Source: an optimization exercise on an open RTL-to-GDS flow (aim: small area, a short achievable clock period and few clock cycles). Production flows keep margins and buffers that such runs may drop. RTL that was checked went through simulation tests only; none was proved equivalent to the original. For runs 3 to 5, only the layout was checked, not whether the RTL still works. Power figures rest on the tool's default switching activity, not on a simulated workload.

## design.v

```verilog
module alu_core (
    input  wire        clk,
    input  wire        rst,         
    input  wire        cmd_valid,
    output wire        cmd_ready,
    input  wire [31:0] cmd,
    input  wire [3:0]  rd_idx,
    output wire [15:0] rd_data,
    output wire [3:0]  flags        
);
    function [16:0] add16(input [15:0] x, input [15:0] y, input ci);
        reg [15:0] p, g, P, G;
        integer l, k;
        begin
            p = x ^ y; g = x & y;
            G = g; P = p;
            G[1] = g[1] | ((p[1] & x[0]) & y[0]);
            P[1] = p[1] & p[0];
            for (k = 15; k >= 2; k = k - 1) begin
                G[k] = G[k] | (P[k] & G[k-1]);
                P[k] = P[k] & P[k-1];
            end
            for (l = 2; l < 16; l = l * 2)
                for (k = 15; k >= l; k = k - 1) begin
                    G[k] = G[k] | (P[k] & G[k-l]);
                    P[k] = P[k] & P[k-l];
                end
            add16 = {G[15], p ^ {G[14:0], 1'b0}};
        end
    endfunction
    function [17:0] add17(input [16:0] x, input [16:0] y, input ci);
        reg [16:0] p, g, P, G;
        integer l, k;
        begin
            p = x ^ y; g = x & y;
            G = g; P = p;
            G[0] = g[0] | (p[0] & ci);
            for (l = 1; l < 17; l = l * 2)
                for (k = 16; k >= l; k = k - 1) begin
                    G[k] = G[k] | (P[k] & G[k-l]);
                    P[k] = P[k] & P[k-l];
                end
            add17 = {G[16], p ^ {G[15:0], ci}};
        end
    endfunction
    reg [255:0] rf;                 
    reg         cf, zf, sf, of;
    assign rd_data = rf[16*rd_idx +: 16];
    assign flags   = {of, sf, zf, cf};
    reg        busy;
    reg        mode_div;            
    reg        wr_rem;              
    reg [2:0]  cnt;                 
    reg [3:0]  da, dc, dd;          
    reg [15:0] opa;                 
    reg [15:0] opb;                 
    reg [15:0] rem;                 
    assign cmd_ready = !busy;
    wire [3:0]  op  = cmd[31:28];
    wire [3:0]  fa  = cmd[27:24];
    wire [3:0]  fb  = cmd[23:20];
    wire [3:0]  fc  = cmd[19:16];
    wire [3:0]  fd  = cmd[15:12];
    wire [15:0] imm = cmd[15:0];
    reg word_ok;
    always @(*) begin
        case (op)
            4'h1, 4'h2, 4'hE: word_ok = (cmd[19:0] == 20'd0);
            4'h3:             word_ok = (cmd[11:0] == 12'd0);
            4'h4:             word_ok = (cmd[7:0] == 8'd0);
            4'h5, 4'h6:       word_ok = (cmd[23:0] == 24'd0);
            4'h7, 4'hD:       word_ok = (cmd[15:0] == 16'd0);
            4'h8, 4'h9, 4'hA, 4'hB, 4'hC: word_ok = 1'b1;
            4'hF:             word_ok = (cmd[23:16] == 8'd0);
            default:          word_ok = 1'b0;
        endcase
    end
    wire acc = cmd_valid && !busy && word_ok && !rst;
    wire isADD = (op == 4'h1), isSUB = (op == 4'h2), isMUL = (op == 4'h3),
         isDIV = (op == 4'h4), isINC = (op == 4'h5), isDEC = (op == 4'h6),
         isNEG = (op == 4'h7), isSHL = (op == 4'h8), isSHR = (op == 4'h9),
         isSAR = (op == 4'hA), isROL = (op == 4'hB), isROR = (op == 4'hC),
         isCMP = (op == 4'hD), isMOV = (op == 4'hE), isLDI = (op == 4'hF);
    wire isSH  = isSHL | isSHR | isSAR;
    wire isROT = isROL | isROR;
    wire [15:0] A = rf[16*fa +: 16];
    wire [15:0] B = rf[16*fb +: 16];
    wire a_z = (A == 16'd0);
    wire b_z = (B == 16'd0), b_1 = (B == 16'd1);
    wire x_inv  = isSUB | isCMP | isDIV | isINC;
    wire y_b    = isADD | isSUB | isCMP | isDIV;
    wire y_ones = isINC | isDEC | isNEG;
    wire r_inv  = isSUB | isCMP | isINC | isNEG;
    wire [15:0] X = A ^ {16{x_inv}};
    wire [15:0] Y = ({16{y_b}} & B) | {16{y_ones}};
    wire [16:0] t = add16(X, Y, 1'b0);
    wire [15:0] R = t[15:0] ^ {16{r_inv}};
    wire        c16 = t[16];
    wire        a_lt_b = c16;                         
    wire [15:0] pxy = X ^ Y;
    wire        t_z = (pxy == {(X[14:0] | Y[14:0]), 1'b0});
    wire        t_f = &pxy;
    wire        r_z = r_inv ? t_f : t_z;
    wire        add_of = isADD ? ((A[15] ~^ B[15]) & (R[15] ^ A[15])) :
                         (isSUB | isCMP) ? ((A[15] ^ B[15]) & (R[15] ^ A[15])) :
                         isINC ? (!A[15] & R[15]) :
                         (A[15] & (isDEC ^ R[15]));    
    wire        n16   = |imm[15:4];                   
    wire [3:0]  amt   = isSH  ? (n16 ? 4'd0 : imm[3:0]) :
                        isROT ? imm[3:0] : 4'd0;
    wire        left  = isSHL | isROL;
    wire [3:0]  r     = left ? (4'd0 - amt) : amt;
    wire [31:0] rr    = {A, A} >> r;
    wire [15:0] rot   = rr[15:0];
    reg  [15:0] thr;                                  
    integer m;
    always @(*)
        for (m = 0; m < 16; m = m + 1)
            thr[m] = n16 | (m < imm[3:0]);
    wire [15:0] thr_rev;
    genvar g;
    generate for (g = 0; g < 16; g = g + 1) begin : g_rev
        assign thr_rev[g] = thr[15-g];
    end endgenerate
    wire [15:0] fillm = ({16{isSHL}} & thr) | ({16{isSHR | isSAR}} & thr_rev);
    wire        fillv = isSAR & A[15];
    wire [15:0] sh    = (rot & ~fillm) | ({16{fillv}} & fillm);
    wire        sh_nz = isSH ? (n16 | (imm[3:0] != 4'd0)) : (imm[3:0] != 4'd0);
    wire        sh_cf = sh_nz & (left ? rot[0] : rot[15]);
    wire        k1    = (imm[3:0] == 4'd1);
    wire        sh_of = isSHL ? ((imm == 16'd1) & (sh[15] ^ sh_cf)) :
                        isROL ? (k1 & (sh[15] ^ sh_cf)) :
                        isROR ? (k1 & (sh[15] ^ sh[14])) : 1'b0;
    wire mul_z    = a_z | b_z;                        
    wire div_now  = b_z | a_z;                        
    wire div_one  = !b_z & !a_z & (b_1 | a_lt_b);     
    wire div_skip = ({2'd0, A[15:2]} < B);            
    wire div_run  = !b_z & !a_z & !b_1 & !a_lt_b;     
    wire sel_r   = isADD | isSUB | isCMP | isINC | isDEC | isNEG;
    wire sel_sh  = isSH | isROT | (isDIV & b_1);
    wire [15:0] w_acc = ({16{sel_r}} & R) | ({16{sel_sh}} & sh)
                      | ({16{isMOV}} & B) | ({16{isLDI}} & imm);
    wire [15:0] prod = opa * opb;
    wire [16:0] r1   = {rem, opa[15]};
    wire [17:0] d1   = add17(r1, {1'b1, ~opb}, 1'b1);
    wire        ge1  = d1[17];
    wire [15:0] rem1 = ge1 ? d1[15:0] : r1[15:0];
    wire [15:0] dq1  = {opa[14:0], ge1};
    wire [16:0] r2   = {rem1, dq1[15]};
    wire [17:0] d2   = add17(r2, {1'b1, ~opb}, 1'b1);
    wire        ge2  = d2[17];
    wire [15:0] remN = ge2 ? d2[15:0] : r2[15:0];
    wire [15:0] dqN  = {dq1[14:0], ge2};
    wire fin_q = busy && !wr_rem && (cnt == 3'd0);    
    wire fin_r = busy && wr_rem;                      
    wire [15:0] w = !busy ? w_acc : wr_rem ? rem : mode_div ? dqN : prod;
    wire wa = acc & (isADD | isSUB | isINC | isDEC | isNEG | isSH | isROT | isMOV | isLDI
                     | isMUL | isDIV);
    wire wb = acc & isNEG;
    wire wc = acc & (isCMP | isSH | isROT | isMUL | (isDIV & !b_z));
    wire wd = acc & isDIV & !b_z;
    reg [15:0] we;
    integer i;
    always @(*) begin
        for (i = 0; i < 16; i = i + 1)
            we[i] = rst
                  | (wa & (fa == i)) | (wb & (fb == i)) | (wc & (fc == i)) | (wd & (fd == i))
                  | (fin_q & ((da == i) | (mode_div & (dc == i))))
                  | (fin_r & (dd == i));
    end
    wire [15:0] wdat = rst ? 16'd0 : w;
    wire fl_we = acc & !isMOV & !isLDI;
    wire cf_we = fl_we & !isINC & !isDEC;
    wire sh_z  = (sh == 16'd0);
    wire zf_nx = isMUL | (isDIV ? (b_z | a_z | (!b_1 & a_lt_b)) :
                          (isSH | isROT) ? sh_z : r_z);
    wire sf_nx = isDIV ? (b_1 & A[15]) : (isSH | isROT) ? sh[15] : (R[15] & !isMUL);
    wire cf_nx = ((isADD | isSUB | isCMP) & c16) | (isNEG & !a_z)
               | ((isSH | isROT) & sh_cf) | (isMUL & A[0]) | (isDIV & b_z);
    wire of_nx = ((isADD | isSUB | isCMP | isINC | isDEC | isNEG) & add_of)
               | ((isSH | isROT) & sh_of) | (isMUL & A[0]) | (isDIV & b_z);
    always @(posedge clk) begin
        for (i = 0; i < 16; i = i + 1)
            if (we[i]) rf[16*i +: 16] <= wdat;
        if (rst) begin
            cf <= 1'b0; zf <= 1'b0; sf <= 1'b0; of <= 1'b0;
        end else if (fl_we) begin
            zf <= zf_nx; sf <= sf_nx; of <= of_nx;
            if (cf_we) cf <= cf_nx;
        end
    end
    always @(posedge clk) begin
        if (rst) begin
            busy <= 1'b0;
        end else if (busy) begin
            if (fin_r || (fin_q && !mode_div)) busy <= 1'b0;
        end else if (acc & ((isMUL & !mul_z) | (isDIV & (div_one | div_run)))) begin
            busy <= 1'b1;
        end
    end
    always @(posedge clk) begin
        if (!busy) begin
            mode_div <= isDIV;
            wr_rem   <= isDIV & !div_run;
            cnt      <= (isDIV & !div_skip) ? 3'd7 : 3'd0;
            da       <= fa;
            dc       <= fc;
            dd       <= fd;
            opa      <= (isDIV & div_skip) ? {A[1:0], 14'd0} : A;
            opb      <= B;
            rem      <= b_1 ? 16'd0 : a_lt_b ? A :
                        (isDIV & div_skip) ? {2'd0, A[15:2]} : 16'd0;
        end else begin
            cnt <= cnt - 3'd1;
            if (fin_q) wr_rem <= 1'b1;
            if (!wr_rem) begin
                opa <= dqN;
                rem <= remN;
            end
        end
    end
endmodule
```

## flow/run.sh

```bash
#!/bin/bash
# Standard ORFS layout, with the port buffers made from plain buffers (buf_4)
# instead of the delay cells buffer_ports picks by default, and with timing
# repair free to resize cells across footprints.
set -euo pipefail
export BUFFER_PORTS_ARGS="-buffer_cell sky130_fd_sc_hd__buf_4"
bash standard.sh MATCH_CELL_FOOTPRINT=0 "BUFFER_PORTS_ARGS=-buffer_cell sky130_fd_sc_hd__buf_4" finish > make_finish.log 2>&1
```

## standard.sh

```bash
#!/bin/bash
# synth_recipe.tcl (not shown) runs the flow's synth.tcl, then flattens the netlist and writes it again
# the make line also repeats each setting of config.mk as NAME=value (left out here)
make -C /OpenROAD-flow-scripts/flow DESIGN_CONFIG=/design/flow/config.mk WORK_HOME=/design/flow/orfs CLKGATE_MAP_FILE= SYNTH_SCRIPT=/design/flow/synth_recipe.tcl "${@:-finish}"
```

## config.mk

```make
export PLATFORM = sky130hd
export DESIGN_NAME = alu_core
export DESIGN_NICKNAME = alu_core
export VERILOG_FILES = /design/flow/design.v
export SDC_FILE = /design/flow/constraint.sdc
export NUM_CORES = 4
export LEC_CHECK = 0
export CAP_MARGIN = 20
export CORE_MARGIN = 2
export CORE_UTILIZATION = 45
export PLACE_DENSITY = 0.6
export SETUP_SLACK_MARGIN = 5
export SLEW_MARGIN = 20
```

## constraint.sdc

```tcl
create_clock -name core_clock -period 10.0 [get_ports {clk}]
set_input_delay 2.0000 -clock core_clock [delete_from_list [all_inputs] [get_ports {clk}]]
set_output_delay 2.0000 -clock core_clock [all_outputs]
set_load 0.01 [all_outputs]
```

==> flow_summary.json, run 1 <==
{
  "ys_ff_latch": 326,
  "grt_pass1_vias": 23560,
  "drc": 0,
  "grt_usage": 0.3343,
  "die_h_um": 251.8,
  "slew_viol_final": 0,
  "cts.reportedPaths.clkPinSlew_ns": 0.07,
  "drt_iter0_drc": 3030,
  "clk-insertion-delay-late_ns": 0.60,
  "power.total_mw": 9.698,
  "maxSlewHeadroom": 0.2760,
  "synth_mux_area_frac": 0.2096,
  "cp.arrival_ns": 6.41,
  "ctsHtreeMaxLevel": 2,
  "peakVddDrop_mv": 0.3281,
  "use_met3": 0.06541,
  "finalCritPeriodShare": 0.5956,
  "antenna_found_initial": 0,
  "async_flop_share": 0,
  "dieArea_um2": 63430,
  "max_freq_ghz": 0.1679,
  "initial_utilization": 0.4563,
  "syn-num-nets": 2668,
  "worstPathMaxFanout": 11,
  "fin_area_um2": 36170,
  "area.growth.synth_to_final_pct": 30.85,
  "synth_xor_xnor_area_share": 0.04024,
  "fin_tns_setup_ns": 0,
  "final_common_cell": "edfxtp_1",
  "worst_pin_slew_ns": 1.086,
  "grt-ovfl-total": 0,
  "yosysSeqAreaShare": 0.3512,
  "synth_cell_type_count": 77,
  "grt_pass1_wl_um": 155400,
  "fin_hold_ws_ns": 0.4339,
  "drv_cap": 0,
  "cts.sinks": 326,
  "synth_simple_gate_area_frac": 0.1018,
  "layout_min_cycle_time_ns": 5.956,
  "die_width_um": 251.8,
  "synth_edf_count": 318,
  "cts_tree": "yes",
  "dpl-instance-area_um2": 29270,
  "io_buffers": 59,
  "holdBufCountCts": 0,
  "p_leak_nw": 13.95,
  "critPathRequiredTime_ns": 10.46,
  "power_per_cell_area_nw_per_um2": 268.1,
  "netlist_area_um2": 27640,
  "final_cell_mix": "318 x edfxtp_1, 239 x buf_4, 227 x mux4_2",
  "met1_usage": 0.4234,
  "startpoint": "opb[5]",
  "rows": 90,
  "globalplace.congestion": 0.9946,
  "busiest_layer": "met2",
  "grt_use_met2": 0.5442,
  "drive_gt1_frac": 0.3833,
  "hold_path_class": "flip-flop to flip-flop",
  "fin_nets": 2974,
  "dr_total_vias": 23840,
  "clock_path_buffers": 3,
  "finalWirelength_um": 108700,
  "drt_pass1_iterations": 6,
  "cts_made_buffers": 39,
  "grt_max_degree": 46,
  "rsz0062_at_grt": "yes",
  "viasPerCell": 6.764,
  "fin_skew_ns": 0.02452,
  "yosys_warnings": 1,
  "ys.flop_type": "edfxtp_1",
  "wl_per_cell_um": 30.84,
  "hold_violations": 0,
  "synthAdderAreaFrac": 0.1199,
  "synth_compound_area_frac": 0.1259,
  "path_class": "flip-flop to flip-flop",
  "synth_top_family_by_area": "multiplexers",
  "end_kind": "flip-flop",
  "clockRootBuffer": "clkbuf_16",
  "io_pins": 60,
  "worstSetupStartpointType": "flip-flop",
  "outcome": "timing/DRC/antenna clean",
  "netlist_instances": 2414,
  "core_um2": 60580,
  "n_antenna_cell": 0,
  "drtAntennaViolNets": 0,
  "min-delay-start": "cnt[0]",
  "avgSynthCellArea_um2": 11.45,
  "setup_violations": 0,
  "dp.final_hpwl_um": 65780,
  "r2r_start": "opb[5]"
}
[metal layers]
metal / vias up / part of all wire
met5: - / 0
met4: 0 / 0.066
met3: 383 / 0.10
met2: 1609 / 0.47
met1: 12050 / 0.36
li1: 9797 / -
[repair_timing]
| item | CTS | global route |
|---|---|---|
| hold endpoints to repair | 0 | 0 |
| setup buffers | 202 | 82 |
| setup endpoints to repair | 569 | 568 |
| pin swaps | 146 | 86 |
| gates cloned | 37 | 4 |
| resized for setup | 374 | 166 |
[report_power, final]
part	total [mW]	switching, mW	leakage [nW]	internal [mW]
sequential	1.97	0.189	3.40	1.78
combinational	6.39	3.45	10.0	2.94
clock	1.34	0.618	0.549	0.724
total	9.70	4.26	14.0	5.44
[registers in the layout, indices dropped and copies added, names as in the netlist]
name,cells
dc,4
sf,1
mode_div,1
opb,16
dd,4
zf,1
wr_rem,1
rf,256
da,4
cf,1
of,1
opa,16
cnt,3
rem,16
busy,1
[metrics by stage]
step,instances,util,setup slack (ns)
floorplan,2414,-,3.707
global placement,3135,0.4830,2.141
detailed placement,3136,0.4831,2.154
CTS,3438,0.5735,4.006
global route,3524,0.5970,3.880
finish,3524,0.5970,4.044
[final timing paths]
path,endpoint,slack [ns],cells after the start
setup reg to reg,rf[95],4.04,21
setup / recovery,rf[95],4.04,21
hold / removal,cnt[0],0.43,1
hold reg to reg,cnt[0],0.43,1
[cell usage after synthesis, types with 9 or more instances]
master | number | area [um^2]
a31oi_1 | 20 | 125.1
nor4_1 | 11 | 68.82
o221ai_1 | 18 | 157.7
o211ai_1 | 12 | 90.09
edfxtp_1 | 318 | 9549
and2_1 | 72 | 450.4
a221oi_1 | 36 | 315.3
buf_1 | 26 | 97.59
o21ai_0 | 124 | 620.6
a211oi_1 | 21 | 157.7
xnor2_1 | 92 | 805.8
or4_1 | 9 | 67.56
mux4_2 | 227 | 5112
and3_1 | 9 | 56.30
nand3_1 | 24 | 120.1
inv_1 | 205 | 769.5
clkbuf_1 | 113 | 424.2
ha_1 | 132 | 1652
a22oi_1 | 47 | 352.8
nand2b_1 | 30 | 187.7
o31ai_1 | 9 | 67.56
or2_2 | 11 | 68.82
nand4_1 | 17 | 106.4
o21a_1 | 10 | 75.07
xor2_1 | 35 | 306.5
a221o_1 | 16 | 160.2
a21o_1 | 34 | 255.2
fa_1 | 83 | 1662
a21oi_1 | 83 | 415.4
nand2_1 | 221 | 829.6
buf_2 | 11 | 55.05
nor2b_1 | 27 | 168.9
mux2_2 | 24 | 270.3
nor3_1 | 36 | 180.2
o22ai_1 | 18 | 112.6
mux2i_1 | 38 | 380.4
nor2_1 | 92 | 345.3
[cell type report]
cell class | instances | area (um^2)
fill | 4696 | 24410
multi-input combinational | 1730 | 18720
sequential | 326 | 9711
timing repair buffer | 416 | 4803
clock buffer | 47 | 1006
tap | 782 | 978.4
inverter | 207 | 812.0
clock inverter | 16 | 140.1
[worst max-delay path, stage by stage, from the launching register on]
cell and delay (ns):
edfxtp_1 0.45, buf_12 0.18, and2_1 0.17, fa_1 0.50, inv_1 0.05, fa_1 0.48
fa_2 0.42, fa_1 0.53, inv_1 0.06, fa_1 0.52, inv_2 0.04, fa_1 0.52
inv_2 0.05, ha_4 0.30, nand2_4 0.05, a21oi_4 0.20, a211oi_4 0.07, o31a_1 0.29
o311a_4 0.35, nor4_4 0.25, buf_4 0.18, clkbuf_16 0.15
[kinds of logic (layout without fill, tap and decap cells)]
kind of cell / Yosys count / count (layout)
compound gates: 511 / 515
xor+xnor: 127 / 127
fa+ha+maj: 215 / 215
buf+inv: 364 / 686
flops: 326 / 326
mux: 291 / 291
simple gates: 580 / 582
Testbench counts, summed over its fixed seeds: cycles 5,283.
==> run 2, diff against run 1 <==
--- a/config.mk
+++ b/config.mk
@@ -10,4 +10,4 @@
 export CORE_UTILIZATION = 45
 export PLACE_DENSITY = 0.6
-export SETUP_SLACK_MARGIN = 5
+export SETUP_SLACK_MARGIN = 4
 export SLEW_MARGIN = 20
==> flow_summary.json, run 2 <==
{
  "outcome": "timing/DRC/antenna clean",
  "antenna_found_initial": 2,
  "worst_r2r_endpoint": "rf[78]",
  "io_pins": 60,
  "critPathMaxStageDelay_ns": 0.67,
  "peakVddDrop_mv": 0.3864,
  "clock_path_buffers": 3,
  "ctsHtreeMaxLevel": 2,
  "fin_area_um2": 32540,
  "grt-ovfl-total": 0,
  "path_class": "input port to flip-flop",
  "internal_power_mw": 4.967,
  "final_common_cell": "edfxtp_1",
  "globalplace.congestion": 0.9651,
  "finalCritPeriodShare": 0.5979,
  "path_cells": "buf_4 > or4_1 > o311ai_4 > buf_6 > nand3_1 > ha_4 > o2111a_1 > nor2_4 > buf_4 > mux4_2 > nor2_1 > a21oi_1 > mux2i_2 > ha_1 > nand2_1 > a21oi_1 > nand4_1 > nor4_4 > a21bo_1",
  "netlist.area_leader.share": 0.3454,
  "p_leak_nw": 12.46,
  "hold_path_class": "flip-flop to flip-flop",
  "initial_utilization": 0.4563,
  "netlist_top_cells_count": "318 x edfxtp_1, 227 x mux4_2, 221 x nand2_1",
  "worst_pin_slew_ns": 1.087,
  "rrSetupSlack_ns": 4.06,
  "p_sw_mw": 3.906,
  "crit_buf_inv": 3,
  "viasPerCell": 6.721,
  "regMostFlops": "rf",
  "critPathTopFamily": "simple AND/OR/NAND/NOR gates",
  "crit_slowest_cell": "or4_1",
  "synth_edf_count": 318,
  "max_freq_ghz": 0.1673,
  "synth_top_cell_by_area": "edfxtp_1",
  "drv_cap": 0,
  "area.growth.synth_to_final_pct": 17.71,
  "power_frac_comb": 0.619,
  "synth_cell_type_count": 77,
  "power_per_cell_area_nw_per_um2": 272.7,
  "yosys_warnings": 1,
  "clk-insertion-delay-late_ns": 0.57,
  "ys.flop_type": "edfxtp_1",
  "end_kind": "flip-flop",
  "p_sw_frac": 0.4402,
  "largest_reg_flops": 256,
  "cts_tree": "yes",
  "dr_total_vias": 22460,
  "dpl-instance-area_um2": 29070,
  "cts_made_buffers": 38,
  "avgSynthCellArea_um2": 11.45,
  "die_width_um": 251.8,
  "finalCoreUtilization": 0.5371,
  "whs_endpoint": "cnt[0]",
  "drtAntennaViolNets": 0,
  "wl_per_cell_um": 29.71,
  "r2r_start": "opb[5]",
  "slew_viol_final": 0,
  "setup_violations": 0,
  "io_buffers": 59,
  "final_cell_mix": "318 x edfxtp_1, 227 x mux4_2, 206 x nand2_1",
  "netlist_area_um2": 27640,
  "grt_usage": 0.3081,
  "dp.final_hpwl_um": 65690,
  "cts.reportedPaths.clkPinSlew_ns": 0.06,
  "ys_ff_latch": 326,
  "fin_nets": 2787,
  "maxSlewHeadroom": 0.2755,
  "grt_pass1_vias": 22190,
  "drt_iter0_drc": 2551,
  "yosysSeqAreaShare": 0.3512,
  "grt_max_degree": 69,
  "dpl.cell_count": 3143,
  "critPathRequiredTime_ns": 10.52,
  "min-delay-start": "cnt[0]",
  "synthTopCellsByArea": "edfxtp_1 35%, mux4_2 18%, fa_1 6.0%",
  "rsz0062_at_grt": "yes",
  "final_cells": 3342,
  "drt_pass1_iterations": 6,
  "cts.sinks": 326,
  "power.total_mw": 8.873,
  "worstPathMaxFanout": 4,
  "netlist_instances": 2414,
  "core_um2": 60580,
  "drive_gt1_frac": 0.2798,
  "fin_skew_ns": 0.02002,
  "worstSetupStartpointType": "input port",
  "cp.arrival_ns": 6.49,
  "rr_worst_depth": 20,
  "layout_min_cycle_time_ns": 5.979,
  "clockRootBuffer": "clkbuf_16",
  "synth.most_common_cell": "edfxtp_1",
  "rows": 90,
  "seqPwrFrac": 0.221,
  "drc": 0,
  "clockPowerShare": 0.160,
  "die_h_um": 251.8,
  "syn-num-nets": 2668,
  "hold_violations": 0,
  "dieArea_um2": 63430,
  "grt_pass1_wl_um": 144000,
  "finalWirelength_um": 99280,
  "whs_path_depth": 1,
  "fin_tns_setup_ns": 0,
  "async_flop_share": 0
}
## run 2: cell count changes in the layout (fill, tap and decap cells not counted), moves of 18 or more
| cell | delta |
|---|---|
| buf_6 | -73 |
| o21ai_1 | -21 |
| o21ai_0 | +47 |
| clkbuf_16 | -20 |
| buf_4 | -49 |
| buf_12 | -32 |
| a21oi_2 | -18 |
| a21oi_1 | +20 |
## run 2: how the worst max path moves through the flow
stage / startpoint / to / slack [ns] / cells after the start
after global placement: cmd[20] / rem[3] / 2.29 / 16
after detailed placement: cmd[20] / rf[167] / 2.14 / 12
after global routing: opb[5] / rf[126] / 3.85 / 20
after floorplan: cmd[20] / of / 3.71 / 23
final: cmd[4] / zf / 4.02 / 19
after CTS: cmd[22] / rf[22] / 3.86 / 14
## run 2: area by class of cell
class | count | area (um^2)
Antenna cell | 1 | 2.502
Clock buffer | 42 | 965.9
Clock inverter | 24 | 269.0
Fill cell | 5095 | 28050
Inverter | 207 | 787.0
Multi-Input combinational cell | 1725 | 17460
Sequential cell | 326 | 9711
Tap cell | 782 | 978.4
Timing Repair Buffer | 235 | 2365
## run 2: timing repair
item	CTS	global route
gates cloned	5	4
resized for setup	125	74
hold buffers	0	0
buffers inserted	83	40
pin swaps	45	48
setup endpoints to repair	559	525
## run 2: power by group through the flow
stage | sequential (mW) | clock [mW] | combinational (mW)
finish | 1.96 | 1.42 | 5.49
global placement | 2.03 | 0 | 4.09
floorplan | 1.90 | 0 | 2.99
global route | 1.98 | 1.48 | 5.90
detailed placement | 2.04 | 0 | 4.13
CTS | 1.95 | 1.43 | 5.10
## run 2: stage by stage
stage | hold WS [ns] | setup slack [ns]
2_1_floorplan | 0.4115 | 3.707
6_report | 0.4580 | 4.021
4_1_cts | 0.4597 | 3.860
3_3_place_gp | 0.4255 | 2.290
5_1_grt | 0.4886 | 3.852
3_5_place_dp | 0.4492 | 2.143
## run 2: routing by layer
layer / global-route usage / vias to the layer above / part of all wire
met1: 0.4069 / 11380 / 0.38
met3: 0.05798 / 293 / 0.11
li1: - / 9408 / -
met2: 0.4933 / 1382 / 0.47
met4: 0.1445 / 2 / 0.052
met5: 0 / - / 0.00013
## run 2: cell families after synthesis
kind of cell	after synthesis	share of synthesized area
AOI/OAI and AO/OA	511	0.1259
xor gates and xnor gates	127	0.04024
adders and majority gates	215	0.1199
buffers and inverters	364	0.05137
DFF	326	0.3512
muxes	291	0.2096
and+or+nand+nor	580	0.1018
==> run 3, diff against run 2 <==
--- a/design.v
+++ b/design.v
@@ -31,13 +31,18 @@
     function [17:0] add17(input [16:0] x, input [16:0] y, input ci);
         reg [16:0] p, g, P, G;
-        integer l, k;
+        integer d, k;
         begin
             p = x ^ y; g = x & y;
             G = g; P = p;
             G[0] = g[0] | (p[0] & ci);
-            for (l = 1; l < 17; l = l * 2)
-                for (k = 16; k >= l; k = k - 1) begin
-                    G[k] = G[k] | (P[k] & G[k-l]);
-                    P[k] = P[k] & P[k-l];
+            for (d = 1; d < 17; d = d * 2)
+                for (k = 2 * d - 1; k < 17; k = k + 2 * d) begin
+                    G[k] = G[k] | (P[k] & G[k-d]);
+                    P[k] = P[k] & P[k-d];
+                end
+            for (d = 8; d >= 1; d = d / 2)
+                for (k = 3 * d - 1; k < 17; k = k + 2 * d) begin
+                    G[k] = G[k] | (P[k] & G[k-d]);
+                    P[k] = P[k] & P[k-d];
                 end
             add17 = {G[16], p ^ {G[15:0], ci}};
@@ -141,5 +146,118 @@
     wire [15:0] w_acc = ({16{sel_r}} & R) | ({16{sel_sh}} & sh)
                       | ({16{isMOV}} & B) | ({16{isLDI}} & imm);
-    wire [15:0] prod = opa * opb;
+    wire [15:0] mpp [0:15];
+    genvar gm;
+    generate for (gm = 0; gm < 16; gm = gm + 1) begin : g_mpp
+        assign mpp[gm] = {16{opa[gm]}} & opb;
+    end endgenerate
+    wire mt1, mt2, mt3, mt4, mt5, mt6, mt7, mt8, mt9, mt10, mt11, mt12, mt13, mt14, mt15, mt16, mt17, mt18, mt19, mt20, mt21, mt22, mt23, mt24, mt25, mt26, mt27, mt28, mt29, mt30, mt31, mt32, mt33, mt34, mt35, mt36, mt37, mt38, mt39, mt40, mt41, mt42, mt43, mt44, mt45, mt46, mt47, mt48, mt49, mt50, mt51, mt52, mt53, mt54, mt55, mt56, mt57, mt58, mt59, mt60, mt61, mt62, mt63, mt64, mt65, mt66, mt67, mt68, mt69, mt70, mt71, mt72, mt73, mt74, mt75, mt76, mt77, mt78, mt79, mt80, mt81, mt82, mt83, mt84, mt85, mt86, mt87, mt88, mt89, mt90, mt91, mt92, mt93, mt94, mt95, mt96, mt97, mt98, mt99, mt100, mt101, mt102, mt103, mt104, mt105, mt106, mt107, mt108, mt109, mt110, mt111, mt112, mt113, mt114, mt115, mt116, mt117, mt118, mt119, mt120, mt121, mt122, mt123, mt124, mt125, mt126, mt127, mt128, mt129, mt130, mt131, mt132, mt133, mt134, mt135, mt136, mt137, mt138, mt139, mt140, mt141, mt142, mt143, mt144, mt145, mt146, mt147, mt148, mt149, mt150, mt151, mt152, mt153, mt154, mt155, mt156, mt157, mt158, mt159, mt160, mt161, mt162, mt163, mt164, mt165, mt166, mt167, mt168, mt169, mt170, mt171, mt172, mt173, mt174, mt175, mt176, mt177, mt178, mt179, mt180, mt181, mt182, mt183, mt184, mt185, mt186, mt187, mt188, mt189, mt190, mt191, mt192, mt193, mt194, mt195, mt196;
+    assign {mt2, mt1} = mpp[0][13] + mpp[1][12];
+    assign {mt4, mt3} = mpp[0][14] + mpp[1][13] + mpp[2][12];
+    assign {mt6, mt5} = mpp[3][11] + mpp[4][10];
+    assign mt7 = mpp[0][15] ^ mpp[1][14] ^ mpp[2][13];
+    assign mt8 = mpp[3][12] ^ mpp[4][11] ^ mpp[5][10];
+    assign mt9 = mpp[6][9] ^ mpp[7][8];
+    assign {mt11, mt10} = mpp[0][9] + mpp[1][8];
+    assign {mt13, mt12} = mpp[0][10] + mpp[1][9] + mpp[2][8];
+    assign {mt15, mt14} = mpp[3][7] + mpp[4][6];
+    assign {mt17, mt16} = mpp[0][11] + mpp[1][10] + mpp[2][9];
+    assign {mt19, mt18} = mpp[3][8] + mpp[4][7] + mpp[5][6];
+    assign {mt21, mt20} = mpp[6][5] + mpp[7][4];
+    assign {mt23, mt22} = mpp[0][12] + mpp[1][11] + mpp[2][10];
+    assign {mt25, mt24} = mpp[3][9] + mpp[4][8] + mpp[5][7];
+    assign {mt27, mt26} = mpp[6][6] + mpp[7][5] + mpp[8][4];
+    assign {mt29, mt28} = mpp[9][3] + mpp[10][2];
+    assign {mt31, mt30} = mt1 + mpp[2][11] + mpp[3][10];
+    assign {mt33, mt32} = mpp[4][9] + mpp[5][8] + mpp[6][7];
+    assign {mt35, mt34} = mpp[7][6] + mpp[8][5] + mpp[9][4];
+    assign {mt37, mt36} = mpp[10][3] + mpp[11][2] + mpp[12][1];
+    assign {mt39, mt38} = mt3 + mt5 + mpp[5][9];
+    assign {mt41, mt40} = mpp[6][8] + mpp[7][7] + mpp[8][6];
+    assign {mt43, mt42} = mpp[9][5] + mpp[10][4] + mpp[11][3];
+    assign {mt45, mt44} = mpp[12][2] + mpp[13][1] + mpp[14][0];
+    assign mt46 = mt7 ^ mt8 ^ mt9;
+    assign mt47 = mpp[8][7] ^ mpp[9][6] ^ mpp[10][5];
+    assign mt48 = mpp[11][4] ^ mpp[12][3] ^ mpp[13][2];
+    assign mt49 = mpp[14][1] ^ mpp[15][0] ^ mt4;
+    assign {mt51, mt50} = mpp[0][6] + mpp[1][5];
+    assign {mt53, mt52} = mpp[0][7] + mpp[1][6] + mpp[2][5];
+    assign {mt55, mt54} = mpp[3][4] + mpp[4][3];
+    assign {mt57, mt56} = mpp[0][8] + mpp[1][7] + mpp[2][6];
+    assign {mt59, mt58} = mpp[3][5] + mpp[4][4] + mpp[5][3];
+    assign {mt61, mt60} = mpp[6][2] + mpp[7][1];
+    assign {mt63, mt62} = mt10 + mpp[2][7] + mpp[3][6];
+    assign {mt65, mt64} = mpp[4][5] + mpp[5][4] + mpp[6][3];
+    assign {mt67, mt66} = mpp[7][2] + mpp[8][1] + mpp[9][0];
+    assign {mt69, mt68} = mt12 + mt14 + mpp[5][5];
+    assign {mt71, mt70} = mpp[6][4] + mpp[7][3] + mpp[8][2];
+    assign {mt73, mt72} = mpp[9][1] + mpp[10][0] + mt11;
+    assign {mt75, mt74} = mt16 + mt18 + mt20;
+    assign {mt77, mt76} = mpp[8][3] + mpp[9][2] + mpp[10][1];
+    assign {mt79, mt78} = mpp[11][0] + mt13 + mt15;
+    assign {mt81, mt80} = mt22 + mt24 + mt26;
+    assign {mt83, mt82} = mt28 + mpp[11][1] + mpp[12][0];
+    assign {mt85, mt84} = mt17 + mt19 + mt21;
+    assign {mt87, mt86} = mt30 + mt32 + mt34;
+    assign {mt89, mt88} = mt36 + mpp[13][0] + mt23;
+    assign {mt91, mt90} = mt25 + mt27 + mt29;
+    assign {mt93, mt92} = mt38 + mt40 + mt42;
+    assign {mt95, mt94} = mt44 + mt2 + mt31;
+    assign {mt97, mt96} = mt33 + mt35 + mt37;
+    assign mt98 = mt46 ^ mt47 ^ mt48;
+    assign mt99 = mt49 ^ mt6 ^ mt39;
+    assign mt100 = mt41 ^ mt43 ^ mt45;
+    assign {mt102, mt101} = mpp[0][4] + mpp[1][3];
+    assign {mt104, mt103} = mpp[0][5] + mpp[1][4] + mpp[2][3];
+    assign {mt106, mt105} = mpp[3][2] + mpp[4][1];
+    assign {mt108, mt107} = mt50 + mpp[2][4] + mpp[3][3];
+    assign {mt110, mt109} = mpp[4][2] + mpp[5][1] + mpp[6][0];
+    assign {mt112, mt111} = mt52 + mt54 + mpp[5][2];
+    assign {mt114, mt113} = mpp[6][1] + mpp[7][0] + mt51;
+    assign {mt116, mt115} = mt56 + mt58 + mt60;
+    assign {mt118, mt117} = mpp[8][0] + mt53 + mt55;
+    assign {mt120, mt119} = mt62 + mt64 + mt66;
+    assign {mt122, mt121} = mt57 + mt59 + mt61;
+    assign {mt124, mt123} = mt68 + mt70 + mt72;
+    assign {mt126, mt125} = mt63 + mt65 + mt67;
+    assign {mt128, mt127} = mt74 + mt76 + mt78;
+    assign {mt130, mt129} = mt69 + mt71 + mt73;
+    assign {mt132, mt131} = mt80 + mt82 + mt84;
+    assign {mt134, mt133} = mt75 + mt77 + mt79;
+    assign {mt136, mt135} = mt86 + mt88 + mt90;
+    assign {mt138, mt137} = mt81 + mt83 + mt85;
+    assign {mt140, mt139} = mt92 + mt94 + mt96;
+    assign {mt142, mt141} = mt87 + mt89 + mt91;
+    assign mt143 = mt98 ^ mt99 ^ mt100;
+    assign mt144 = mt93 ^ mt95 ^ mt97;
+    assign {mt146, mt145} = mpp[0][3] + mpp[1][2];
+    assign {mt148, mt147} = mt101 + mpp[2][2] + mpp[3][1];
+    assign {mt150, mt149} = mt103 + mt105 + mpp[5][0];
+    assign {mt152, mt151} = mt107 + mt109 + mt104;
+    assign {mt154, mt153} = mt111 + mt113 + mt108;
+    assign {mt156, mt155} = mt115 + mt117 + mt112;
+    assign {mt158, mt157} = mt119 + mt121 + mt116;
+    assign {mt160, mt159} = mt123 + mt125 + mt120;
+    assign {mt162, mt161} = mt127 + mt129 + mt124;
+    assign {mt164, mt163} = mt131 + mt133 + mt128;
+    assign {mt166, mt165} = mt135 + mt137 + mt132;
+    assign {mt168, mt167} = mt139 + mt141 + mt136;
+    assign mt169 = mt143 ^ mt144 ^ mt140;
+    assign {mt171, mt170} = mpp[0][2] + mpp[1][1];
+    assign {mt173, mt172} = mt145 + mpp[2][1] + mpp[3][0];
+    assign {mt175, mt174} = mt147 + mpp[4][0] + mt146;
+    assign {mt177, mt176} = mt149 + mt102 + mt148;
+    assign {mt179, mt178} = mt151 + mt106 + mt150;
+    assign {mt181, mt180} = mt153 + mt110 + mt152;
+    assign {mt183, mt182} = mt155 + mt114 + mt154;
+    assign {mt185, mt184} = mt157 + mt118 + mt156;
+    assign {mt187, mt186} = mt159 + mt122 + mt158;
+    assign {mt189, mt188} = mt161 + mt126 + mt160;
+    assign {mt191, mt190} = mt163 + mt130 + mt162;
+    assign {mt193, mt192} = mt165 + mt134 + mt164;
+    assign {mt195, mt194} = mt167 + mt138 + mt166;
+    assign mt196 = mt169 ^ mt142 ^ mt168;
+    wire [15:0] mr0 = {mt196, mt194, mt192, mt190, mt188, mt186, mt184, mt182, mt180, mt178, mt176, mt174, mt172, mt170, mpp[0][1], mpp[0][0]};
+    wire [15:0] mr1 = {mt195, mt193, mt191, mt189, mt187, mt185, mt183, mt181, mt179, mt177, mt175, mt173, mt171, mpp[2][0], mpp[1][0], 1'b0};
+    wire [15:0] prod = mr0 + mr1;
     wire [16:0] r1   = {rem, opa[15]};
     wire [17:0] d1   = add17(r1, {1'b1, ~opb}, 1'b1);
--- a/config.mk
+++ b/config.mk
@@ -8,6 +8,6 @@
 export CAP_MARGIN = 20
 export CORE_MARGIN = 2
-export CORE_UTILIZATION = 45
-export PLACE_DENSITY = 0.6
+export CORE_UTILIZATION = 60
+export PLACE_DENSITY = 0.72
 export SETUP_SLACK_MARGIN = 4
 export SLEW_MARGIN = 20
==> flow_summary.json, run 3 <==
{
  "ys_ff_latch": 326,
  "cts.reportedPaths.clkPinSlew_ns": 0.05,
  "end_kind": "flip-flop",
  "grt_usage": 0.3957,
  "rr_worst_depth": 16,
  "synth_edf_count": 318,
  "synth_top_cell_by_area": "edfxtp_1",
  "maxSlewHeadroom": 0.2282,
  "critPathRequiredTime_ns": 10.44,
  "rows": 78,
  "min-delay-start": "cnt[0]",
  "outcome": "timing/DRC/antenna clean",
  "dieArea_um2": 47170,
  "finalCritPeriodShare": 0.6188,
  "regMostFlops": "rf",
  "met1_length_um": 31850,
  "syn-num-nets": 2563,
  "n_antenna_cell": 0,
  "grt-ovfl-total": 0,
  "hold_violations": 0,
  "whs_path_depth": 1,
  "clock_path_buffers": 3,
  "wl_met3_um": 10250,
  "setup_violations": 0,
  "hold_path_class": "flip-flop to flip-flop",
  "fin_skew_ns": 0.02768,
  "netlist_top_cells_count": "318 x edfxtp_1, 224 x mux4_2, 177 x nand2_1",
  "synth_cell_type_count": 72,
  "final_common_cell": "edfxtp_1",
  "globalplace.congestion": 0.9905,
  "p_leak_nw": 11.84,
  "grt_pass1_wl_um": 137100,
  "async_flop_share": 0,
  "worst_r2r_endpoint": "rf[63]",
  "layout_min_cycle_time_ns": 6.188,
  "rrSetupSlack_ns": 4.01,
  "slew_viol_final": 0,
  "ctsHtreeMaxLevel": 2,
  "drt_iter0_drc": 3339,
  "whs_endpoint": "cnt[0]",
  "yosysSeqAreaShare": 0.3560,
  "io_buffers": 59,
  "max_freq_ghz": 0.1616,
  "fin_tns_setup_ns": 0,
  "ys.flop_type": "edfxtp_1",
  "yosys_warnings": 1,
  "drv_cap": 0,
  "wl_met2_um": 44490,
  "drive_gt1_frac": 0.2527,
  "finalWirelength_um": 93670,
  "top_layer": "met4",
  "viasPerCell": 7.217,
  "antenna_found_initial": 0,
  "area.growth.synth_to_final_pct": 14.60,
  "dp.final_hpwl_um": 61890,
  "netlist_area_um2": 27270,
  "drtAntennaViolNets": 0,
  "netlist_instances": 2320,
  "clockRootBuffer": "clkbuf_16",
  "power_per_cell_area_nw_per_um2": 253.0,
  "cts.sinks": 326,
  "worstSetupStartpointType": "input port",
  "die_width_um": 217.2,
  "rsz0062_at_grt": "yes",
  "avgSynthCellArea_um2": 11.75,
  "worst_pin_slew_ns": 1.153,
  "core_um2": 45090,
  "grt_pass1_vias": 21430,
  "largest_reg_flops": 256,
  "path_class": "input port to flip-flop",
  "final_cell_mix": "318 x edfxtp_1, 224 x mux4_2, 171 x inv_1",
  "r2r_start": "opa[7]",
  "dr_total_vias": 21780,
  "drt_pass1_iterations": 7,
  "cts_made_buffers": 36,
  "cts_tree": "yes",
  "drc": 0,
  "peakVddDrop_mv": 0.2229,
  "clk-insertion-delay-late_ns": 0.56,
  "grt_max_degree": 72,
  "io_pins": 60,
  "worstPathMaxFanout": 6,
  "initial_utilization": 0.6048,
  "cp.arrival_ns": 6.63,
  "finalCoreUtilization": 0.6931,
  "fin_nets": 2635,
  "synth.most_common_cell": "edfxtp_1",
  "synthTopCellsByArea": "edfxtp_1 35%, mux4_2 18%, fa_1 7.0%",
  "wl_per_cell_um": 31.04,
  "netlist.area_leader.share": 0.3502,
  "die_h_um": 217.2
}
==> run 3: changes by cell type in the layout (fill, tap and decap cells not counted), sizes merged, moves of 15 or more <==
| cell | change |
|---|---|
| and2 | +30 |
| nand2 | -44 |
| nand3 | +34 |
| o221ai | -15 |
| o21ai | -19 |
| buf | -44 |
| a21oi | -15 |
| ha | -24 |
| inv | -30 |
| mux2i | +31 |
==> run 3: kinds of logic after synthesis <==
family                   after synthesis  share of synthesized area
AO/OA/AOI/OAI                        439                     0.1103
XOR/XNOR                             121                    0.03886
adder cells (fa/ha/maj)              204                     0.1200
buffers and inverters                333                    0.04795
flip-flops                           326                     0.3560
multiplexers                         320                     0.2215
AND/OR/NAND/NOR                      577                     0.1053
==> run 3: repair_timing <==
action,CTS,global route
setup endpoints to repair,558,462
endpoints found under the hold margin,0,0
gates resized for setup,84,60
pin swaps,19,45
cloned,6,1
hold buffers,0,0
setup buffers,46,42
==> run 3: critical path, cell delays in order <==
cell and delay [ns]:
buf_16 0.12, mux4_2 0.50, mux4_2 0.53, a21o_1 0.24, ha_4 0.31, a31oi_4 0.09, fa_2 0.36, nor3b_4 0.17
a2111oi_4 0.38, nor2_2 0.12, a2111oi_4 0.39, nor2_1 0.12, a21oi_2 0.19, xnor2_2 0.14, inv_2 0.08, ha_4 0.26
nor3b_2 0.04, a311oi_2 0.26, o2111ai_1 0.13, and3_1 0.19
==> run 3: area by class of cell <==
class	count	area, um^2
Clock inverter	21	222.7
Sequential cell	326	9711
Multi-Input combinational cell	1663	17090
Inverter	177	668.1
Fill cell	3183	13840
Clock buffer	43	927.1
Tap cell	600	750.7
Timing Repair Buffer	188	1886
==> run 3: per-layer routing <==
layer,up-vias,track usage
met1,10720,0.5057
met4,0,0.2205
li1,8970,-
met5,-,0
met2,1657,0.6450
met3,439,0.06904
==> run 3: worst max path at each step <==
stage	to	start	depth (start not counted)	slack, ns
global route	of	cmd[20]	20	3.67
detailed placement	of	cmd[20]	20	2.08
finish	of	cmd[20]	20	3.81
floorplan	of	cmd[20]	23	3.11
CTS	of	cmd[20]	20	3.75
global placement	of	cmd[24]	20	2.09
==> run 3: power breakdown <==
group | total, mW | internal, mW | switching [mW] | leakage (nW)
Combinational | 4.58 | 1.98 | 2.59 | 7.89
Clock | 1.33 | 0.750 | 0.583 | 0.551
Sequential | 2.00 | 1.78 | 0.215 | 3.40
==> run 3: metrics by stage <==
step | power, mW | cells | instance area, um^2 | worst slack (ns) | hold slack, ns
2_1_floorplan | 4.745 | 2320 | 27510 | 3.114 | 0.4266
3_3_place_gp | 5.795 | 2859 | 28320 | 2.085 | 0.4407
3_5_place_dp | 5.882 | 2859 | 28350 | 2.082 | 0.4562
4_1_cts | 7.504 | 2975 | 30470 | 3.752 | 0.4645
5_1_grt | 8.316 | 3018 | 31250 | 3.666 | 0.5018
6_report | 7.906 | 3018 | 31250 | 3.812 | 0.4623
==> run 4, diff against run 3 <==
--- a/design.v
+++ b/design.v
@@ -51,5 +51,14 @@
     reg [255:0] rf;                 
     reg         cf, zf, sf, of;
-    assign rd_data = rf[16*rd_idx +: 16];
+    function [15:0] rdport(input [255:0] v, input [15:0] sel);
+        integer j;
+        begin
+            rdport = 16'd0;
+            for (j = 0; j < 16; j = j + 1)
+                rdport = rdport | ({16{sel[j]}} & v[16*j +: 16]);
+        end
+    endfunction
+    wire [15:0] rd_sel = 16'd1 << rd_idx;
+    assign rd_data = rdport(rf, rd_sel);
     assign flags   = {of, sf, zf, cf};
     reg        busy;
--- a/config.mk
+++ b/config.mk
@@ -8,6 +8,6 @@
 export CAP_MARGIN = 20
 export CORE_MARGIN = 2
-export CORE_UTILIZATION = 60
-export PLACE_DENSITY = 0.72
+export CORE_UTILIZATION = 45
+export PLACE_DENSITY = 0.6
 export SETUP_SLACK_MARGIN = 4
 export SLEW_MARGIN = 20
==> flow_summary.json, run 4 <==
{
  "drv_cap": 0,
  "regMostFlops": "rf",
  "final_common_cell": "edfxtp_1",
  "io_pins": 60,
  "dp.final_hpwl_um": 69460,
  "worst_pin_slew_ns": 1.092,
  "power_per_cell_area_nw_per_um2": 246.7,
  "worstSetupPathDepth": 20,
  "rows": 89,
  "io_buffers": 59,
  "netlist_instances": 2441,
  "critPathMaxStageDelay_ns": 0.50,
  "grt_max_degree": 49,
  "fin_nets": 2796,
  "netlist_area_um2": 26940,
  "fin_skew_ns": 0.02463,
  "layout_setup_ws_ns": 3.805,
  "setup_violations": 0,
  "clk-insertion-delay-late_ns": 0.59,
  "internal_power_mw": 4.520,
  "netlist_top_cells_count": "318 x edfxtp_1, 188 x nand2_1, 174 x inv_1",
  "critPathRequiredTime_ns": 10.51,
  "drive_gt1_frac": 0.2386,
  "wl_per_cell_um": 32.31,
  "slew_viol_final": 0,
  "drtAntennaViolNets": 0,
  "die_width_um": 248.7,
  "drc": 0,
  "crit_slowest_cell": "or4b_1",
  "grt_usage": 0.3371,
  "die_h_um": 248.7,
  "globalplace.congestion": 0.9530,
  "finalCoreUtilization": 0.5389,
  "worstPathMaxFanout": 17,
  "power_frac_comb": 0.569,
  "synth.most_common_cell": "edfxtp_1",
  "dieArea_um2": 61850,
  "cts.reportedPaths.clkPinSlew_ns": 0.06,
  "dpl_worst_slack_ns": 1.958,
  "n_antenna_cell": 0,
  "rr_worst_depth": 25,
  "synth_edf_count": 318,
  "max_freq_ghz": 0.1614,
  "ys_ff_latch": 326,
  "clock_path_buffers": 3,
  "startpoint": "cmd[29]",
  "worst_r2r_endpoint": "rem[0]",
  "fin_tns_setup_ns": 0,
  "p_sw_frac": 0.4251,
  "path_cells": "buf_4 > and2_2 > a311o_2 > and2_4 > inv_6 > ha_4 > and3_4 > a41o_4 > a211oi_2 > a21oi_1 > mux2_4 > mux2i_4 > mux2i_4 > inv_1 > ha_2 > nand2_1 > or4_1 > or4b_1 > or4_1 > a21oi_1",
  "antenna_found_initial": 2,
  "viasPerCell": 6.976,
  "end_kind": "flip-flop",
  "worstSetupStartpointType": "input port",
  "avgSynthCellArea_um2": 11.04,
  "dr_total_vias": 23410,
  "whs_endpoint": "cnt[0]",
  "cts_made_buffers": 37,
  "initial_utilization": 0.4557,
  "hold_path_class": "flip-flop to flip-flop",
  "synth_top_cell_by_area": "edfxtp_1",
  "p_sw_mw": 3.342,
  "yosysSeqAreaShare": 0.3604,
  "critPathTopFamily": "simple AND/OR/NAND/NOR gates",
  "finalWirelength_um": 108400,
  "synthTopCellsByArea": "edfxtp_1 35%, mux4_2 12%, fa_1 7.1%",
  "p_leak_nw": 12.00,
  "drt_iter0_drc": 3379,
  "crit_buf_inv": 3,
  "finalCritPeriodShare": 0.6195,
  "core_um2": 59130,
  "grt-ovfl-total": 0,
  "area.growth.synth_to_final_pct": 18.27,
  "clockRootBuffer": "clkbuf_16",
  "whs_path_depth": 1,
  "rsz0062_at_grt": "yes",
  "maxSlewHeadroom": 0.2700,
  "async_flop_share": 0,
  "r2r_start": "opa[15]",
  "cp.arrival_ns": 6.70,
  "cts.sinks": 326,
  "netlist.area_leader.share": 0.3544,
  "min-delay-start": "cnt[0]",
  "final_cell_mix": "318 x edfxtp_1, 184 x buf_4, 173 x nand2_1",
  "peakVddDrop_mv": 0.2189,
  "seqPwrFrac": 0.258,
  "cts_tree": "yes",
  "yosys_warnings": 1,
  "layout_min_cycle_time_ns": 6.195,
  "clockPowerShare": 0.173,
  "ys.flop_type": "edfxtp_1",
  "grt_pass1_vias": 22900,
  "largest_reg_flops": 256,
  "rrSetupSlack_ns": 3.88,
  "path_class": "input port to flip-flop",
  "ctsHtreeMaxLevel": 2,
  "grt_pass1_wl_um": 154300,
  "outcome": "timing/DRC/antenna clean",
  "synth_cell_type_count": 81,
  "drt_pass1_iterations": 20,
  "syn-num-nets": 2684,
  "hold_violations": 0
}
## run 4: cell type report
cell class | instances | area [um^2]
clock buffer | 43 | 969.7
clock inverter | 25 | 216.5
fill | 5007 | 27260
inverter | 177 | 671.9
multi-input combinational | 1782 | 17010
sequential | 326 | 9711
tap | 773 | 967.2
timing repair buffer | 229 | 2318
## run 4: how the worst max path moves through the flow
stage          to
2_1_floorplan  zf
3_3_place_gp   zf
3_5_place_dp   zf
4_1_cts        zf
5_1_grt        zf
6_report       zf
## run 4: repair_timing
item                       in CTS  in global routing
resized for setup             113                 83
buffers inserted               46                 52
setup endpoints to repair     552                278
pin swaps                      28                 36
hold buffers                    0                  0
cloned                          5                  8
## run 4: cells by family (layout without fill, tap and decap cells)
| group | Yosys count | after routing | share of synthesized area |
|---|---|---|---|
| AOI/OAI and AO/OA | 652 | 653 | 0.1710 |
| and+or+nand+nor | 602 | 602 | 0.1136 |
| buffers and inverters | 334 | 474 | 0.05029 |
| DFF | 326 | 326 | 0.3604 |
| muxes | 207 | 207 | 0.1456 |
| adders and majority gates | 204 | 204 | 0.1215 |
| xor gates and xnor gates | 116 | 116 | 0.03771 |
## run 4: through the flow
stage	hold WS, ns	power [mW]	cell area, um^2	cells
5_1_grt	0.4978	8.308	31870	3355
6_report	0.4554	7.863	31870	3355
4_1_cts	0.4596	7.391	30840	3295
2_1_floorplan	0.4266	4.631	27380	2441
3_3_place_gp	0.4409	5.706	28560	3176
3_5_place_dp	0.4464	5.771	28580	3176
## run 4: power by group through the flow
stage	sequential (mW)	clock [mW]	combinational, mW
finish	2.03	1.36	4.47
detailed placement	2.06	0	3.72
floorplan	1.92	0	2.71
CTS	2.02	1.37	4.00
global route	2.04	1.43	4.84
global placement	2.05	0	3.66
## run 4: metal layers
metal / share of wire / global-route usage / wire length, um
met1: 0.36 / 0.4415 / 39270
met2: 0.45 / 0.5246 / 48840
met3: 0.13 / 0.07827 / 13570
met4: 0.062 / 0.1749 / 6685
met5: 0.00026 / 0 / 28
==> run 5, diff against run 4 <==
--- a/config.mk
+++ b/config.mk
@@ -9,4 +9,6 @@
 export CORE_MARGIN = 2
 export CORE_UTILIZATION = 45
+export CTS_BUF_LIST = sky130_fd_sc_hd__clkbuf_4 sky130_fd_sc_hd__clkbuf_8
+export CTS_CLUSTER_SIZE = 20
 export PLACE_DENSITY = 0.6
 export SETUP_SLACK_MARGIN = 4
==> flow_summary.json, run 5 <==
{
  "cts.sinks": 326,
  "grt_pass1_vias": 23050,
  "synthTopCellsByArea": "edfxtp_1 35%, mux4_2 12%, fa_1 7.1%",
  "area.growth.synth_to_final_pct": 17.66,
  "setup_violations": 0,
  "die_width_um": 248.7,
  "finalWirelength_um": 107800,
  "synthAdderAreaFrac": 0.1215,
  "dr_total_vias": 23550,
  "clk-insertion-delay-late_ns": 0.70,
  "clock_path_buffers": 3,
  "yosys_warnings": 1,
  "synth_top_cell_by_area": "edfxtp_1",
  "netlist.area_leader.share": 0.3544,
  "worstPathMaxFanout": 6,
  "final_common_cell": "edfxtp_1",
  "worst_pin_slew_ns": 1.080,
  "cts_tree": "yes",
  "ys_ff_latch": 326,
  "synth_compound_area_frac": 0.1710,
  "p_leak_nw": 11.97,
  "final_cell_mix": "318 x edfxtp_1, 175 x buf_4, 174 x nand2_1",
  "antenna_found_initial": 0,
  "synth_mux_area_frac": 0.1456,
  "drtAntennaViolNets": 0,
  "netlist_area_um2": 26940,
  "synth.most_common_cell": "edfxtp_1",
  "peakVddDrop_mv": 0.1950,
  "io_buffers": 59,
  "outcome": "timing/DRC/antenna clean",
  "end_kind": "flip-flop",
  "viasPerCell": 6.975,
  "critPathRequiredTime_ns": 10.40,
  "grt_usage": 0.3344,
  "clockRootBuffer": "clkbuf_8",
  "dp.final_hpwl_um": 69460,
  "finalCritPeriodShare": 0.6099,
  "synth_simple_gate_area_frac": 0.1136,
  "grt-ovfl-total": 0,
  "finalCoreUtilization": 0.5361,
  "rows": 89,
  "worstSetupStartpointType": "flip-flop",
  "multi_input_area_um2": 16980,
  "power_per_cell_area_nw_per_um2": 246.4,
  "largest_reg_flops": 256,
  "cp.arrival_ns": 6.50,
  "critPathMostFrequentCell": "a21o_1",
  "synth_edf_count": 318,
  "maxSlewHeadroom": 0.2785,
  "drv_cap": 0,
  "async_flop_share": 0,
  "io_pins": 60,
  "ys.flop_type": "edfxtp_1",
  "synth_xor_xnor_area_share": 0.03771,
  "critPathTopFamily": "compound AO/OA/AOI/OAI gates",
  "drive_gt1_frac": 0.2442,
  "final-seq-area_um2": 9711,
  "wl_per_cell_um": 31.92,
  "rsz0062_at_grt": "yes",
  "ctsHtreeMaxLevel": 2,
  "avgSynthCellArea_um2": 11.04,
  "path_class": "flip-flop to flip-flop",
  "synth_cell_type_count": 81,
  "die_h_um": 248.7,
  "critPathMaxStageDelay_ns": 0.45,
  "hold_path_class": "flip-flop to flip-flop",
  "grt_max_degree": 63,
  "hold_violations": 0,
  "fin_nets": 2800,
  "crit_slowest_cell": "a2111oi_4",
  "cts.reportedPaths.clkPinSlew_ns": 0.07,
  "initial_utilization": 0.4557,
  "yosysSeqAreaShare": 0.3604,
  "netlist_top_cells_count": "318 x edfxtp_1, 188 x nand2_1, 174 x inv_1",
  "netlist_instances": 2441,
  "grt_pass1_wl_um": 153300,
  "cts_made_buffers": 56,
  "core_um2": 59130,
  "fin_skew_ns": 0.04455,
  "crit_buf_inv": 5,
  "layout_min_cycle_time_ns": 6.099,
  "syn-num-nets": 2684,
  "drt_pass1_iterations": 16,
  "drt_iter0_drc": 3684,
  "fill_cells": 5088,
  "n_antenna_cell": 0,
  "drc": 0,
  "dieArea_um2": 61850,
  "synth_top_family_by_area": "compound AO/OA/AOI/OAI gates",
  "slew_viol_final": 0,
  "regMostFlops": "rf",
  "max_freq_ghz": 0.1640,
  "fin_tns_setup_ns": 0,
  "globalplace.congestion": 0.9530
}
run 5: cell count changes in the layout (fill, tap and decap cells not counted), sizes merged:
cell,change
buf,-13
clkinv,+3
clkbuf,+30
bufinv,+4
inv,-2
run 5: final timing paths:
kind,start,end,slack [ns],depth (start not counted)
hold reg to reg,cnt[0],cnt[0],0.45,1
setup / recovery,opa[15],rem[0],3.90,26
setup reg to reg,opa[15],rem[0],3.90,26
hold / removal,cnt[0],cnt[0],0.45,1
run 5: layer usage:
layer  GRT usage  vias to the layer above  part of all wire
li1            -                     9667                 -
met1      0.4408                    11690              0.37
met2      0.5216                     1789              0.45
met3     0.07659                      409              0.12
met4      0.1659                        0             0.062
met5           0                        -                 0
run 5: worst reg2reg max path, cell delays in order, from the launching register on:
cell and delay [ns]:
edfxtp_1 0.40, inv_2 0.10, ha_4 0.13, inv_2 0.04
fa_2 0.39, a21o_1 0.20, a21o_1 0.21, a2111oi_4 0.45
nor4_4 0.12, o211ai_1 0.29, a21oi_2 0.12, nor3_4 0.22
buf_8 0.16, mux2i_4 0.26, inv_2 0.08, ha_4 0.21
a21o_1 0.15, a21o_1 0.17, a21o_1 0.19, a31o_4 0.23
a211oi_2 0.27, o21a_1 0.21, o41ai_2 0.09, a221o_2 0.45
buf_12 0.18, o211ai_1 0.39, o21ai_1 0.12
run 5: area by class of cell:
class / count / area share
inverter: 177 / 0.02127
tap: 773 / 0.03051
timing repair buffer: 214 / 0.06710
clock buffer: 75 / 0.02881
multi-input combinational: 1782 / 0.5355
sequential: 326 / 0.3063
clock inverter: 30 / 0.01054
run 5: cell families after synthesis:
group / after synthesis
compound gates: 652
simple gates: 602
buf+inv: 334
flops: 326
mux: 207
fa+ha+maj: 204
xor+xnor: 116
run 5: power breakdown:
group,total (mW),switching [mW],internal [mW]
clock network,1.37,0.614,0.761
registers,2.03,0.244,1.79
logic,4.41,2.47,1.94
total,7.81,3.32,4.49
run 5: what timing repair did:
item / in CTS / in global routing
gates cloned: 2 / 7
endpoints found under the setup margin: 549 / 394
buffers inserted: 44 / 42
pin swaps: 28 / 30
gates resized for setup: 90 / 97
hold buffers: 0 / 0
run 5: through the flow:
step	instance area [um^2]	instances	hold WS (ns)	setup slack, ns	power (mW)
after global placement	28560	3176	0.4409	1.975	5.706
after floorplan	27380	2441	0.4266	3.506	4.631
after CTS	30710	3327	0.4587	3.643	7.390
after detailed placement	28580	3176	0.4464	1.958	5.771
after global routing	31700	3377	0.4971	3.751	8.264
final	31700	3377	0.4549	3.901	7.810
==> run 6, diff against run 5 <==
--- a/design.v
+++ b/design.v
@@ -31,18 +31,13 @@
     function [17:0] add17(input [16:0] x, input [16:0] y, input ci);
         reg [16:0] p, g, P, G;
-        integer d, k;
+        integer l, k;
         begin
             p = x ^ y; g = x & y;
             G = g; P = p;
             G[0] = g[0] | (p[0] & ci);
-            for (d = 1; d < 17; d = d * 2)
-                for (k = 2 * d - 1; k < 17; k = k + 2 * d) begin
-                    G[k] = G[k] | (P[k] & G[k-d]);
-                    P[k] = P[k] & P[k-d];
-                end
-            for (d = 8; d >= 1; d = d / 2)
-                for (k = 3 * d - 1; k < 17; k = k + 2 * d) begin
-                    G[k] = G[k] | (P[k] & G[k-d]);
-                    P[k] = P[k] & P[k-d];
+            for (l = 1; l < 17; l = l * 2)
+                for (k = 16; k >= l; k = k - 1) begin
+                    G[k] = G[k] | (P[k] & G[k-l]);
+                    P[k] = P[k] & P[k-l];
                 end
             add17 = {G[16], p ^ {G[15:0], ci}};
@@ -299,5 +294,6 @@
     wire fl_we = acc & !isMOV & !isLDI;
     wire cf_we = fl_we & !isINC & !isDEC;
-    wire sh_z  = (sh == 16'd0);
+    wire [15:0] keep_a = isSHL ? ~thr_rev : (isSHR | isSAR) ? ~thr : 16'hFFFF;
+    wire sh_z  = ((A & keep_a) == 16'd0) & !(fillv & (|fillm));
     wire zf_nx = isMUL | (isDIV ? (b_z | a_z | (!b_1 & a_lt_b)) :
                           (isSH | isROT) ? sh_z : r_z);
--- a/config.mk
+++ b/config.mk
@@ -9,6 +9,4 @@
 export CORE_MARGIN = 2
 export CORE_UTILIZATION = 45
-export CTS_BUF_LIST = sky130_fd_sc_hd__clkbuf_4 sky130_fd_sc_hd__clkbuf_8
-export CTS_CLUSTER_SIZE = 20
 export PLACE_DENSITY = 0.6
 export SETUP_SLACK_MARGIN = 4
==> flow_summary.json, run 6 <==
{
  "path_class": "input port to flip-flop",
  "io_pins": 60,
  "min-delay-start": "cnt[0]",
  "worst_pin_slew_ns": 0.9860,
  "ctsHtreeMaxLevel": 2,
  "area.growth.synth_to_final_pct": 18.02,
  "path_cells": "buf_16 > buf_16 > mux4_2 > a22o_1 > a221oi_2 > buf_6 > xor2_1 > ha_2 > buf_4 > a21oi_1 > o21ai_0 > a211o_1 > o21a_1 > o21ai_1 > o221ai_1",
  "rsz0062_at_grt": "yes",
  "critPathTopFamily": "compound AO/OA/AOI/OAI gates",
  "rrSetupSlack_ns": 4.09,
  "synth_cell_type_count": 82,
  "netlist_instances": 2510,
  "synth_edf_count": 318,
  "rows": 90,
  "max_freq_ghz": 0.1674,
  "core_um2": 60250,
  "globalplace.congestion": 0.9703,
  "netlist.area_leader.share": 0.3491,
  "netlist_area_um2": 27350,
  "rr_worst_depth": 18,
  "grt_max_degree": 72,
  "worst_r2r_endpoint": "rf[250]",
  "worstPathMaxFanout": 15,
  "dpl.cell_count": 3260,
  "synth.most_common_cell": "edfxtp_1",
  "layout_setup_ws_ns": 4.026,
  "r2r_start": "opb[8]",
  "cts.reportedPaths.clkPinSlew_ns": 0.06,
  "layout_min_cycle_time_ns": 5.974,
  "syn-num-nets": 2740,
  "viasPerCell": 7.031,
  "antenna_found_initial": 1,
  "grt-ovfl-total": 0,
  "fin_skew_ns": 0.02953,
  "holdBufCountCts": 0,
  "final_cell_mix": "318 x edfxtp_1, 188 x buf_4, 184 x inv_1",
  "async_flop_share": 0,
  "worstSetupStartpointType": "input port",
  "synth_top_cell_by_area": "edfxtp_1",
  "grt_pass1_vias": 23540,
  "dpl_worst_slack_ns": 1.829,
  "drt_pass1_iterations": 10,
  "setup_violations": 0,
  "end_kind": "flip-flop",
  "critPathRequiredTime_ns": 10.28,
  "avgSynthCellArea_um2": 10.90,
  "drc": 0,
  "final_cells": 3438,
  "cts.sinks": 326,
  "grt_pass1_wl_um": 159500,
  "whs_path_depth": 1,
  "die_width_um": 250.5,
  "io_buffers": 59,
  "initial_utilization": 0.4540,
  "drt_iter0_drc": 3300,
  "drive_gt1_frac": 0.2279,
  "slew_viol_final": 0,
  "cts_tree": "yes",
  "dr_total_vias": 24170,
  "critPathMaxStageDelay_ns": 0.52,
  "whs_endpoint": "cnt[0]",
  "clockRootBuffer": "clkbuf_16",
  "clock_path_buffers": 3,
  "power.total_mw": 7.928,
  "critPathMostFrequentCell": "buf_16",
  "crit_buf_inv": 4,
  "synthTopCellsByArea": "edfxtp_1 35%, mux4_2 12%, fa_1 6.0%",
  "dieArea_um2": 62770,
  "outcome": "timing/DRC/antenna clean",
  "yosys_warnings": 1,
  "hold_violations": 0,
  "yosysSeqAreaShare": 0.3550,
  "netlist_top_cells_count": "318 x edfxtp_1, 188 x inv_1, 146 x mux4_2",
  "die_h_um": 250.5,
  "crit_slowest_cell": "mux4_2",
  "ys_ff_latch": 326,
  "fin_tns_setup_ns": 0,
  "largest_reg_flops": 256,
  "regMostFlops": "rf",
  "finalWirelength_um": 111000,
  "peakVddDrop_mv": 0.1901,
  "fin_nets": 2856,
  "drtAntennaViolNets": 0,
  "cp.arrival_ns": 6.26,
  "drv_cap": 0,
  "hold_path_class": "flip-flop to flip-flop",
  "cts_made_buffers": 37,
  "final_common_cell": "edfxtp_1",
  "finalCoreUtilization": 0.5358,
  "power_per_cell_area_nw_per_um2": 245.6,
  "finalCritPeriodShare": 0.5974,
  "maxSlewHeadroom": 0.3415,
  "ys.flop_type": "edfxtp_1",
  "wl_per_cell_um": 32.29,
  "clk-insertion-delay-late_ns": 0.58,
  "dp.final_hpwl_um": 71960,
  "grt_usage": 0.3460,
  "p_leak_nw": 12.24
}
[run 6: cell count changes after synthesis, moves of 14 or more]
cell and delta:
a211oi_1 -27, a21oi_1 +16, a22o_1 +14, a22oi_1 -19
fa_1 -14, inv_1 +14, mux2i_1 +34, nand2_1 -53
nand3_1 +34, nor2_1 +41, xor2_1 +16
[run 6: stage by stage]
step | area, um^2 | hold slack, ns
floorplan | 27770 | 0.4115
global placement | 29040 | 0.4285
detailed placement | 29040 | 0.4305
CTS | 31420 | 0.4419
global route | 32280 | 0.4991
finish | 32280 | 0.4354
[run 6: worst max path at each step]
| stage | from | to | slack [ns] | cells after the start |
|---|---|---|---|---|
| 2_1_floorplan | cmd[20] | of | 3.56 | 18 |
| 3_3_place_gp | cmd[25] | rf[93] | 1.88 | 16 |
| 3_5_place_dp | cmd[25] | rf[239] | 1.83 | 17 |
| 4_1_cts | cmd[20] | rf[15] | 3.87 | 18 |
| 5_1_grt | opb[12] | rf[15] | 3.99 | 17 |
| 6_report | cmd[24] | rem[3] | 4.03 | 15 |
[run 6: layer usage]
| layer | vias up | GRT usage | wire length, um |
|---|---|---|---|
| met5 | - | 0 | 0 |
| met4 | 0 | 0.1978 | 7619 |
| met3 | 446 | 0.06443 | 12440 |
| met2 | 1835 | 0.5433 | 49930 |
| met1 | 11950 | 0.4511 | 41010 |
| li1 | 9939 | - | - |
[run 6: cell families (layout without fill, tap and decap cells)]
logic type               count (synthesis)  after routing  share of synthesized area
AO/OA/AOI/OAI                          675            675                     0.1763
AND/OR/NAND/NOR                        617            617                     0.1161
buffers and inverters                  342            487                    0.04931
flip-flops                             326            326                     0.3550
multiplexers                           240            240                     0.1553
adder cells (fa/ha/maj)                191            191                     0.1099
XOR/XNOR                               119            119                    0.03810
other                                    0              1                          0
[run 6: area by class of cell]
cell class / count / area (um^2)
Sequential cell: 326 / 9711
Multi-Input combinational cell: 1842 / 17300
Tap cell: 782 / 978.4
Antenna cell: 1 / 2.502
Clock buffer: 42 / 944.7
Inverter: 189 / 719.4
Timing Repair Buffer: 230 / 2310
Fill cell: 5184 / 27960
Clock inverter: 26 / 312.8
[run 6: repair_timing]
action | CTS | global route
gates resized for setup | 92 | 69
pin swaps | 23 | 24
gates cloned | 4 | 4
buffers inserted | 52 | 49
endpoints found under the setup margin | 545 | 443
hold endpoints to repair | 0 | 0
[run 6: report_power, final]
group          leakage (nW)  total, mW  internal, mW  switching, mW
clock network         0.613       1.45         0.844          0.601
registers              3.40       2.01          1.79          0.219
logic                  8.23       4.47          1.81           2.66
Testbench counts of run 6, summed over its fixed seeds: cycles 5,283.

Check on run 6: ideal ports give 4.026 ns setup slack; a clkbuf_16 on the clock port and buf_2 on the inputs give 3.801 ns; moving port delays by the midpoint clock arrival (0.622 ns) as well gives 3.179 ns.
